This design comes from an exercise in tuning for small area, a short achievable clock period and few clock cycles per item on the open sky130 flow, not from production work. Where RTL was checked, it was by simulation tests only, not by an equivalence proof against the original.

==> run C <==
// lfo_tick
module lfo_tick (
    input  wire        clk,
    input  wire        rst,
    input  wire        cmd_valid,
    output wire        cmd_ready,
    input  wire [1:0]  cmd_op,
    input  wire [31:0] cmd_arg,
    input  wire [31:0] cmd_x0,
    input  wire [31:0] cmd_x1,
    output reg         res_valid,
    output reg  [31:0] res_y0,
    output reg  [31:0] res_y1,
    output reg  [31:0] res_mult,
    output reg  [31:0] res_sins,
    output reg  [31:0] res_phase
);
    localparam [1:0] OP_TICK  = 2'd0;
    localparam [1:0] OP_PINC  = 2'd1;
    localparam [1:0] OP_PHASE = 2'd2;
    localparam [31:0] ONE_F      = 32'h3F800000;
    localparam [30:0] TWO_PI_M   = 31'h40C90FDB;
    localparam [31:0] QNAN       = 32'h7FC00000;
    localparam [2:0] P_IDLE = 3'd0;    
    localparam [2:0] P_WAIT = 3'd1;    
    localparam [2:0] P_G1   = 3'd2;    
    localparam [2:0] P_G2   = 3'd3;    
    localparam [2:0] P_G3   = 3'd4;    
    localparam [2:0] P_AL   = 3'd5;    
    reg  [2:0]  pst;
    reg         rdy;
    reg         cv;
    reg  [1:0]  c_op;
    reg  [31:0] c_arg, c_x0, c_x1;
    assign cmd_ready = rdy;
    wire acc = cmd_valid & rdy;
  ...
clock: 24.0 ns
lec_check: 0
abc_area: 1
cap_margin: 20
core_margin: 2
core_utilization: 30
cts_cluster_diameter: 80
cts_cluster_size: 30
slew_margin: 20
synth_memory_max_bits: 65536
standard.sh (not shown) runs the stock make flow with config.mk's settings and CLKGATE_MAP_FILE= SYNTH_SCRIPT=/design/flow/synth_recipe.tcl, a recipe that flattens the netlist after the stock synthesis.
==> flow/flow/run.sh <==
#!/bin/bash
set -euo pipefail
MARGIN=$(cat flow/margin.txt)
EXTRA=""
if [[ -f flow/extra.txt ]]; then EXTRA=$(cat flow/extra.txt); fi
bash standard.sh SETUP_SLACK_MARGIN=$MARGIN $EXTRA finish > layout.log 2>&1
==> flow/flow/margin.txt <==
17.7
==> inputs of run H, as changes to run C <==
==> flow/flow/extra.txt (new file) <==
REMOVE_ABC_BUFFERS=1
--- a/flow/config.mk
+++ b/flow/config.mk
@@ -9,7 +9,5 @@
 export CAP_MARGIN = 20
 export CORE_MARGIN = 2
 export CORE_UTILIZATION = 30
-export CTS_CLUSTER_DIAMETER = 80
-export CTS_CLUSTER_SIZE = 30
 export SLEW_MARGIN = 20
 export SYNTH_MEMORY_MAX_BITS = 65536
==> notes <==
In synthesized area, run C and run H do not differ. Between run C and run H, the lower clock skew is in run H (gap 0.028 ns). Routed wire length: run C is lower than run H (4.0%). In critical path depth, run H and run C do not differ.
Testbench counts of run C, summed over its fixed seeds: cycles 4,250, items 4,096.
Testbench counts of run H, summed over its fixed seeds: cycles 4,250, items 4,096.

========
==> inputs of run a <==
lfo_tick, a different RTL version from the one above (not shown whole).
clock: 24.0 ns
lec_check: 0
abc_area: 1
cap_margin: 20
core_margin: 2
core_utilization: 30
slew_margin: 20
synth_memory_max_bits: 65536
==> flow/flow/run.sh <==
#!/bin/bash
set -euo pipefail
MARGIN=$(cat flow/margin.txt)
bash standard.sh SETUP_SLACK_MARGIN=$MARGIN finish > layout.log 2>&1
Scripts as last shown in full above: flow/flow/margin.txt
==> run b: changes against run a <==
--- a/flow/design.v
+++ b/flow/design.v
@@ -266,13 +266,13 @@
     output wire        ok
 );
     wire [4:0] dd;
     fadd_pre u_pre (.a(p), .b(q), .swp(pswp), .dd(dd));
     wire [23:0] mr = pswp ? {|p[30:23], p[22:0]} : {|q[30:23], q[22:0]};
     falign u_al (.m(mr), .d(dd), .ar(ar), .st(st));
-    assign ok = ~pswp & (p[31] == q[31]) & ~(&p[30:23]) & ~(&q[30:23]);
+    assign ok = (p[31] == q[31]) & ~(&p[30:23]) & ~(&q[30:23]);
 endmodule
 module mul24x24(input [23:0] a, input [23:0] b, output [47:0] p);
   wire [27:0] bx = {3'd0, b, 1'b0};
   wire [25:0] ax = {1'b0, a, 1'b0};
   wire one0 = bx[1] ^ bx[0];
   wire two0 = (bx[2] & ~bx[1] & ~bx[0]) | (~bx[2] & bx[1] & bx[0]);
@@ -1205,16 +1205,17 @@
     localparam [1:0] OP_PINC  = 2'd1;
     localparam [1:0] OP_PHASE = 2'd2;
     localparam [31:0] ONE_F      = 32'h3F800000;
     localparam [30:0] TWO_PI_M   = 31'h40C90FDB;
     localparam [31:0] QNAN       = 32'h7FC00000;
     localparam [2:0] P_IDLE = 3'd0;    
-    localparam [2:0] P_SB   = 3'd1;    
-    localparam [2:0] P_WA   = 3'd2;    
-    localparam [2:0] P_WB   = 3'd3;    
-    localparam [2:0] P_AL   = 3'd4;    
+    localparam [2:0] P_WAIT = 3'd1;    
+    localparam [2:0] P_G1   = 3'd2;    
+    localparam [2:0] P_G2   = 3'd3;    
+    localparam [2:0] P_G3   = 3'd4;    
+    localparam [2:0] P_AL   = 3'd5;    
     reg  [2:0]  pst;
     reg         rdy;
     reg         cv;
     reg  [1:0]  c_op;
     reg  [31:0] c_arg, c_x0, c_x1;
     assign cmd_ready = rdy;
@@ -1243,78 +1244,51 @@
     reg         pst_k;     
     reg         pswp;      
     reg         pok;       
     wire [31:0] pf_y;
     wire [1:0]  pf_k;
     wire        pf_ge, pf_ovf;
-    lfo_pfast u_pf (.a(phase), .ar(par), .st(pst_k), .y(pf_y), .k(pf_k), .ge(pf_ge), .ovf(pf_ovf));
-    wire [27:0] pa_s;
-    wire [7:0]  pa_el;
-    wire        pa_sg, pa_sub, pa_nan, pa_inf, pa_infs, pa_zs;
-    lfo_pslow u_pa (.p(phase), .q(pinc), .ar(par), .st(pst_k), .pswp(pswp), .wrap(pst == P_WA),
-                    .s(pa_s), .lz(), .el(pa_el), .sg(pa_sg), .sub(pa_sub), .nan(pa_nan),
-                    .inf(pa_inf), .infs(pa_infs), .zs(pa_zs));
-    reg  [27:0] sv_s;
-    reg  [7:0]  sv_el;
-    reg         sv_sg, sv_sub, sv_nan, sv_inf, sv_infs, sv_zs;
-    always @(posedge clk) begin
-        sv_s    <= pa_s;
-        sv_el   <= pa_el;
-        sv_sg   <= pa_sg;
-        sv_sub  <= pa_sub;
-        sv_nan  <= pa_nan;
-        sv_inf  <= pa_inf;
-        sv_infs <= pa_infs;
-        sv_zs   <= pa_zs;
-    end
-    wire [4:0]  sv_lz;
-    flzc27 u_plz (.s(sv_s[26:0]), .lz(sv_lz));
-    wire [31:0] ps_y;
-    fadd_y u_ps (.s(sv_s), .lz(sv_lz), .el(sv_el), .sg(sv_sg), .sub(sv_sub), .nan(sv_nan),
-                 .inf(sv_inf), .infs(sv_infs), .zs(sv_zs), .y(ps_y));
-    wire ps_ge = ~ps_y[31] & (ps_y[30:0] >= TWO_PI_M) & ~((&ps_y[30:23]) & (|ps_y[22:0]));
+    lfo_pfast u_pf (.a(pswp ? pinc : phase), .ar(par), .st(pst_k), .y(pf_y), .k(pf_k), .ge(pf_ge), .ovf(pf_ovf));
+    reg         pwr;
+    wire [31:0] omg_w;
+    wire ps_ge = ~omg_w[31] & (omg_w[30:0] >= TWO_PI_M) & ~((&omg_w[30:23]) & (|omg_w[22:0]));
     wire [25:0] al_ar;
     wire        al_st, al_swp, al_ok;
-    lfo_palign u_al (.p(phase), .q(pinc), .ar(al_ar), .st(al_st), .pswp(al_swp), .ok(al_ok));
+    wire go_pinc  = go & (c_op == OP_PINC);
+    wire go_phase = go & (c_op == OP_PHASE);
+    lfo_palign u_al (.p(go_phase ? c_arg : phase), .q(go_pinc ? c_arg : pinc), .ar(al_ar), .st(al_st),
+                     .pswp(al_swp), .ok(al_ok));
     reg [31:0] phase_n, pinc_n;
     always @(*) begin
         pst_n   = pst;
         phase_n = phase;
         pinc_n  = pinc;
         case (pst)
             P_IDLE: begin
                 if (cv) begin
                     case (c_op)
                         OP_TICK: begin
                             if (pok) begin
                                 phase_n = pf_y;
-                                pst_n   = pf_ge ? P_WA : P_IDLE;
+                                pst_n   = pf_ge ? P_WAIT : (pswp ? P_AL : P_IDLE);
                             end else begin
-                                pst_n   = P_SB;
+                                pst_n   = P_WAIT;
                             end
                         end
-                        OP_PINC: begin
-                            pinc_n = c_arg;
-                            pst_n  = P_AL;
-                        end
-                        OP_PHASE: begin
-                            phase_n = c_arg;
-                            pst_n   = P_AL;
-                        end
+                        OP_PINC:  pinc_n  = c_arg;
+                        OP_PHASE: phase_n = c_arg;
                         default: ;
                     endcase
                 end
             end
-            P_SB: begin
-                phase_n = ps_y;
-                pst_n   = ps_ge ? P_WA : P_AL;
-            end
-            P_WA: pst_n = P_WB;
-            P_WB: begin
-                phase_n = ps_y;
-                pst_n   = P_AL;
+            P_WAIT: pst_n = P_G1;
+            P_G1:   pst_n = P_G2;
+            P_G2:   pst_n = P_G3;
+            P_G3: begin
+                phase_n = omg_w;
+                pst_n   = (~pwr & ps_ge) ? P_G1 : P_AL;
             end
             default: pst_n = P_IDLE;
         endcase
     end
     wire [25:0] par_k = (pf_k == 2'd0) ? par :
                         (pf_k == 2'd1) ? {1'b0, par[25:1]} : {2'b00, par[25:2]};
@@ -1325,17 +1299,22 @@
             phase <= 32'h00000000;
             pinc  <= 32'h00000000;
             pok   <= 1'b1;
             pswp  <= 1'b0;
             par   <= 26'd0;
             pst_k <= 1'b0;
+            pwr   <= 1'b0;
         end else begin
+            if (go_tick)
+                pwr <= pok;                        
+            else if (pst == P_G3)
+                pwr <= 1'b1;
             pst   <= pst_n;
             phase <= phase_n;
             pinc  <= pinc_n;
-            if (pst == P_AL) begin
+            if ((pst == P_AL) | go_pinc | go_phase) begin
                 par   <= al_ar;
                 pst_k <= al_st;
                 pswp  <= al_swp;
                 pok   <= al_ok;
             end else if (go_tick & pok) begin
                 par   <= par_k;
@@ -1389,36 +1368,40 @@
     end
     wire [9:0] n_w;
     wire       bad_w;
     lfo_idx u_idx (.pr(pr1), .lz(lz1), .e(e1), .sgn(sg1), .spec(sp1), .n(n_w), .bad(bad_w));
     wire       oswp_w;
     wire [4:0] odd_w;
-    fadd_pre u_op (.a(ONE_F), .b({~g1[31], g1[30:0]}), .swp(oswp_w), .dd(odd_w));
+    wire       bor1 = (pst == P_G1);
+    wire [31:0] ob1 = pwr ? 32'hC0C90FDB : pinc;
+    wire [31:0] oa1 = bor1 ? phase : ONE_F;
+    wire [31:0] nb1 = bor1 ? {~ob1[31], ob1[30:0]} : g1;      
+    fadd_pre u_op (.a(oa1), .b({~nb1[31], nb1[30:0]}), .swp(oswp_w), .dd(odd_w));
     reg [9:0]  n2;
     reg        sg2, bad2, oswp2;
     reg [4:0]  odd2;
     reg [31:0] g2, x02, x12;
     always @(posedge clk) begin
         n2    <= n_w;
         sg2   <= sg1;
         bad2  <= bad_w;
         oswp2 <= oswp_w;
         odd2  <= odd_w;
-        g2    <= g1;
+        g2    <= nb1;
         x02   <= x01;
         x12   <= x11;
         s2    <= s1;
-        r2    <= r1 | ((pst == P_SB) & ps_ge);
+        r2    <= r1;
     end
     wire [31:0] ss_w;
     lfo_ss u_ss (.n(n2), .sgn(sg2), .bad(bad2), .ss(ss_w));
     wire [27:0] oa_s;
     wire [4:0]  oa_lz;
     wire [7:0]  oa_el;
     wire        oa_sg, oa_sub, oa_nan, oa_inf, oa_infs, oa_zs;
-    fadd_x u_oa (.a(ONE_F), .b({~g2[31], g2[30:0]}), .swp(oswp2), .dd(odd2), .s(oa_s), .lz(oa_lz),
+    fadd_x u_oa (.a((pst == P_G2) ? phase : ONE_F), .b({~g2[31], g2[30:0]}), .swp(oswp2), .dd(odd2), .s(oa_s), .lz(oa_lz),
                  .el(oa_el), .sg(oa_sg), .sub(oa_sub), .nan(oa_nan), .inf(oa_inf), .infs(oa_infs),
                  .zs(oa_zs));
     wire signed [9:0] ge_w;
     wire [23:0] gm_w;
     wire        gnan_w, ginf_w, gzero_w;
     fnorm u_gn (.a(g2), .e(ge_w), .m(gm_w), .nan(gnan_w), .inf(ginf_w), .zero(gzero_w));
@@ -1455,13 +1438,12 @@
     wire [47:0]        gp_w;
     wire signed [10:0] ge0_w;
     fmul_p u_gp (.ea(ge3), .ma(gm3), .eb({2'b00, ss3[30:23]}), .mb({1'b1, ss3[22:0]}),
                  .p(gp_w), .e0(ge0_w));
     wire ss_nan  = &ss3[30:23];
     wire ss_zero = ~(|ss3[30:0]);
-    wire [31:0] omg_w;
     fadd_y u_of (.s(oa_s3), .lz(oa_lz3), .el(oa_el3), .sg(oa_sg3), .sub(oa_sub3), .nan(oa_nan3),
                  .inf(oa_inf3), .infs(oa_infs3), .zs(oa_zs3), .y(omg_w));
     reg [47:0]        gp4;
     reg signed [10:0] ge04;
     reg               gsg4, gqn4, gin4, gzr4;
     reg [31:0]        ss4, omg4, x04, x14;
@@ -1500,13 +1482,13 @@
         mswp5 <= mswp_w;
         mdd5  <= mdd_w;
         ss5   <= ss4;
         x05   <= x04;
         x15   <= x14;
         s5    <= s4;
-        r5    <= r4;
+        r5    <= r4 | ((pst == P_G3) & ~pwr & ps_ge);
     end
     wire [27:0] ma_s;
     wire [4:0]  ma_lz;
     wire [7:0]  ma_el;
     wire        ma_sg, ma_sub, ma_nan, ma_inf, ma_infs, ma_zs;
     fadd_x u_ma (.a(omg5), .b(gs5), .swp(mswp5), .dd(mdd5), .s(ma_s), .lz(ma_lz), .el(ma_el),
@@ -1600,12 +1582,11 @@
         res_y0   <= y0qn8 ? QNAN : y0in8 ? {y0s8, 8'hFF, 23'd0} : y0zr8 ? {y0s8, 31'd0} : y0r_w;
         res_y1   <= y1qn8 ? QNAN : y1in8 ? {y1s8, 8'hFF, 23'd0} : y1zr8 ? {y1s8, 31'd0} : y1r_w;
         res_mult <= m8;
         res_sins <= ss8;
         case ({r8, s8})
             2'b00:   res_phase <= h7;
-            2'b01:   res_phase <= h6;
-            2'b10:   res_phase <= h5;
-            default: res_phase <= h4;
+            2'b11:   res_phase <= phase;
+            default: res_phase <= h3;
         endcase
     end
 endmodule
==> flow/flow/run.sh (replaced) <==
#!/bin/bash
set -euo pipefail
MARGIN=$(cat flow/margin.txt)
EXTRA=""
if [[ -f flow/extra.txt ]]; then EXTRA=$(cat flow/extra.txt); fi
bash standard.sh SETUP_SLACK_MARGIN=$MARGIN $EXTRA finish > layout.log 2>&1
==> flow/flow/extra.txt (new file) <==
REMOVE_ABC_BUFFERS=1
- CTS_BUF_LIST: unset -> sky130_fd_sc_hd__clkbuf_4 sky130_fd_sc_hd__clkbuf_8 sky130_fd_sc_hd__clkbuf_16
- CTS_CLUSTER_DIAMETER: unset -> 80
- CTS_CLUSTER_SIZE: unset -> 30
==> run c: changes against run a <==
--- a/flow/design.v
+++ b/flow/design.v
@@ -11,31 +11,12 @@
     assign swp = b[30:0] > a[30:0];
     wire [7:0]  dab = ea - eb;
     wire [7:0]  dba = eb - ea;
     wire [7:0]  d   = swp ? dba : dab;
     assign dd = (d > 8'd26) ? 5'd26 : d[4:0];
 endmodule
-module fadd_pre_r (
-    input  wire [31:0] a,
-    input  wire [30:0] pre,
-    input  wire        rnd,
-    input  wire        spec,
-    output wire        swp,      
-    output wire [4:0]  dd        
-);
-    wire        anz = |a[30:23];
-    wire [7:0]  ea  = {a[30:24], a[23] | ~anz};
-    assign swp = ~spec & (rnd ? (pre >= a[30:0]) : (pre > a[30:0]));
-    wire        c   = rnd & (&pre[22:0]);            
-    wire [7:0]  eb0 = {pre[30:24], pre[23] | ~(|pre[30:23])};
-    wire [7:0]  eb1 = pre[30:23] + 8'd1;
-    wire [7:0]  d0  = swp ? (eb0 - ea) : (ea - eb0);
-    wire [7:0]  d1  = swp ? (eb1 - ea) : (ea - eb1);
-    wire [7:0]  d   = c ? d1 : d0;
-    assign dd = (d > 8'd26) ? 5'd26 : d[4:0];
-endmodule
 module falign (
     input  wire [23:0] m,
     input  wire [4:0]  d,
     output wire [25:0] ar,
     output wire        st
 );
@@ -156,28 +137,24 @@
     assign e0 = ea + eb - 11'sd127;
 endmodule
 module fmul_r (
     input  wire               s,
     input  wire [47:0]        p,
     input  wire signed [10:0] e0,
-    output wire [31:0]        y,
-    output wire [30:0]        pre,     
-    output wire               rnd,
-    output wire               ovf
+    output wire [31:0]        y
 );
     wire        sb  = (e0 < 11'sd1);
     wire [4:0]  k   = (e0 < -11'sd26) ? 5'd27 : (5'd1 - e0[4:0]);
     wire [4:0]  sh  = sb ? k : {4'd0, p[47]};
     wire [26:0] wv  = p[47:21];
     wire [26:0] ws  = wv >> sh;
     wire        sts = ws[0] | (|(wv & ~(27'h7FFFFFF << sh))) | (|p[20:0]);
-    assign      rnd = ws[1] & (sts | ws[2]);
+    wire        rnd = ws[1] & (sts | ws[2]);
     wire [7:0]  ef  = sb ? {7'd0, ws[25]} : (e0[7:0] + {7'd0, p[47]});
-    assign      pre = {ef, ws[24:2]};
-    wire [30:0] mag = pre + {30'd0, rnd};
-    assign      ovf = ~sb & ((e0 + {10'd0, p[47]}) >= 11'sd255);
+    wire [30:0] mag = {ef, ws[24:2]} + {30'd0, rnd};
+    wire        ovf = ~sb & ((e0 + {10'd0, p[47]}) >= 11'sd255);
     assign y = ovf ? {s, 8'hFF, 23'd0} : {s, mag};
 endmodule
 module lfo_pfast (
     input  wire [31:0] a,
     input  wire [25:0] ar,
     input  wire        st,
@@ -1477,23 +1454,20 @@
         x04  <= x03;
         x14  <= x13;
         s4   <= s3;
         r4   <= r3;
     end
     wire [31:0] gsr_w;
-    wire [30:0] gs_pre;
-    wire        gs_rnd, gs_ovf;
-    fmul_r u_gr (.s(gsg4), .p(gp4), .e0(ge04), .y(gsr_w), .pre(gs_pre), .rnd(gs_rnd), .ovf(gs_ovf));
+    fmul_r u_gr (.s(gsg4), .p(gp4), .e0(ge04), .y(gsr_w));
     wire [31:0] gs_w = gqn4 ? QNAN :
                        gin4 ? {gsg4, 8'hFF, 23'd0} :
                        gzr4 ? {gsg4, 31'd0} :
                        gsr_w;
     wire       mswp_w;
     wire [4:0] mdd_w;
-    fadd_pre_r u_mp (.a(omg4), .pre(gs_pre), .rnd(gs_rnd), .spec(gqn4 | gin4 | gzr4 | gs_ovf),
-                     .swp(mswp_w), .dd(mdd_w));
+    fadd_pre u_mp (.a(omg4), .b(gs_w), .swp(mswp_w), .dd(mdd_w));
     reg [31:0] gs5, omg5, ss5, x05, x15;
     reg        mswp5;
     reg [4:0]  mdd5;
     always @(posedge clk) begin
         gs5   <= gs_w;
         omg5  <= omg4;
@@ -1591,14 +1565,14 @@
         m8    <= m7;
         ss8   <= ss7;
         s8    <= s7;
         r8    <= r7;
     end
     wire [31:0] y0r_w, y1r_w;
-    fmul_r u_y0r (.s(y0s8), .p(y0p8), .e0(y0e8), .y(y0r_w), .pre(), .rnd(), .ovf());
-    fmul_r u_y1r (.s(y1s8), .p(y1p8), .e0(y1e8), .y(y1r_w), .pre(), .rnd(), .ovf());
+    fmul_r u_y0r (.s(y0s8), .p(y0p8), .e0(y0e8), .y(y0r_w));
+    fmul_r u_y1r (.s(y1s8), .p(y1p8), .e0(y1e8), .y(y1r_w));
     always @(posedge clk) begin
         res_y0   <= y0qn8 ? QNAN : y0in8 ? {y0s8, 8'hFF, 23'd0} : y0zr8 ? {y0s8, 31'd0} : y0r_w;
         res_y1   <= y1qn8 ? QNAN : y1in8 ? {y1s8, 8'hFF, 23'd0} : y1zr8 ? {y1s8, 31'd0} : y1r_w;
         res_mult <= m8;
         res_sins <= ss8;
         case ({r8, s8})
==> flow/flow/margin.txt (replaced) <==
17.6
==> comparison <==
The highest via count belongs to run a, the lowest to run b. The lowest routed wire length belongs to run c, the highest to run a. Worst setup slack, highest first: run b, run a, run c. First-iteration DRC count, highest first: run b, run c, run a. Hold slack: run c > run a > run b. Synthesized cell count: run b < run c < run a. The lowest count of clock-buffer cells in the layout belongs to run b, the highest to run c. Between run b and run c, the lower non-clock buffer count is in run b (gap 374).
Testbench counts of run b, summed over its fixed seeds: cycles 4,250, items 4,096.
Testbench counts of run c, summed over its fixed seeds: cycles 4,324, items 4,096.
The RTL of run a was laid out without a check of its function.

==> what the ideal ports hide <==
Ports are ideal in the flow. The routed layouts listed here were re-timed in OpenROAD.
Step 1, drivers: a clkbuf_16 drives clk and a buf_2 each remaining input, both assumed.
Step 2 adds t to the input delays and takes it off the output delays; t is the mean of the earliest and latest rising clock arrival at the registers after step 1. Input paths then give back, and output paths get back, about the clock's delay inside the block.
a / b / c = ideal ports / drivers / drivers and shift; a / b = the first two.
| run | shift t [ns] | setup slack, ns | hold WS [ns] | worst setup path at the end |
|---|---|---|---|---|
| run C of note 1 | 1.054 | 17.678 / 17.550 / 17.455 | 0.259 / 0.259 / 0.259 | input to register |
| run H of note 1 | 1.043 | 17.707 / 17.587 / 17.412 | 0.300 / 0.300 / 0.300 | input to register |
| run a of note 2 | 1.020 | 17.508 / 17.403 / 17.531 | 0.292 / 0.292 / 0.292 | input to register |
| run b of note 2 | 1.077 | 17.650 / 17.524 / 17.529 | 0.282 / 0.282 / 0.282 | input to register |
| run c of note 2 | 1.026 | 16.908 / 16.908 / 16.908 | 0.313 / 0.313 / 0.313 | register to register |
After both steps setup and hold are still met in every run listed. For run H of note 1, which loses most, drivers alone change the setup slack by -0.120 ns; drivers and shift together by -0.295 ns.
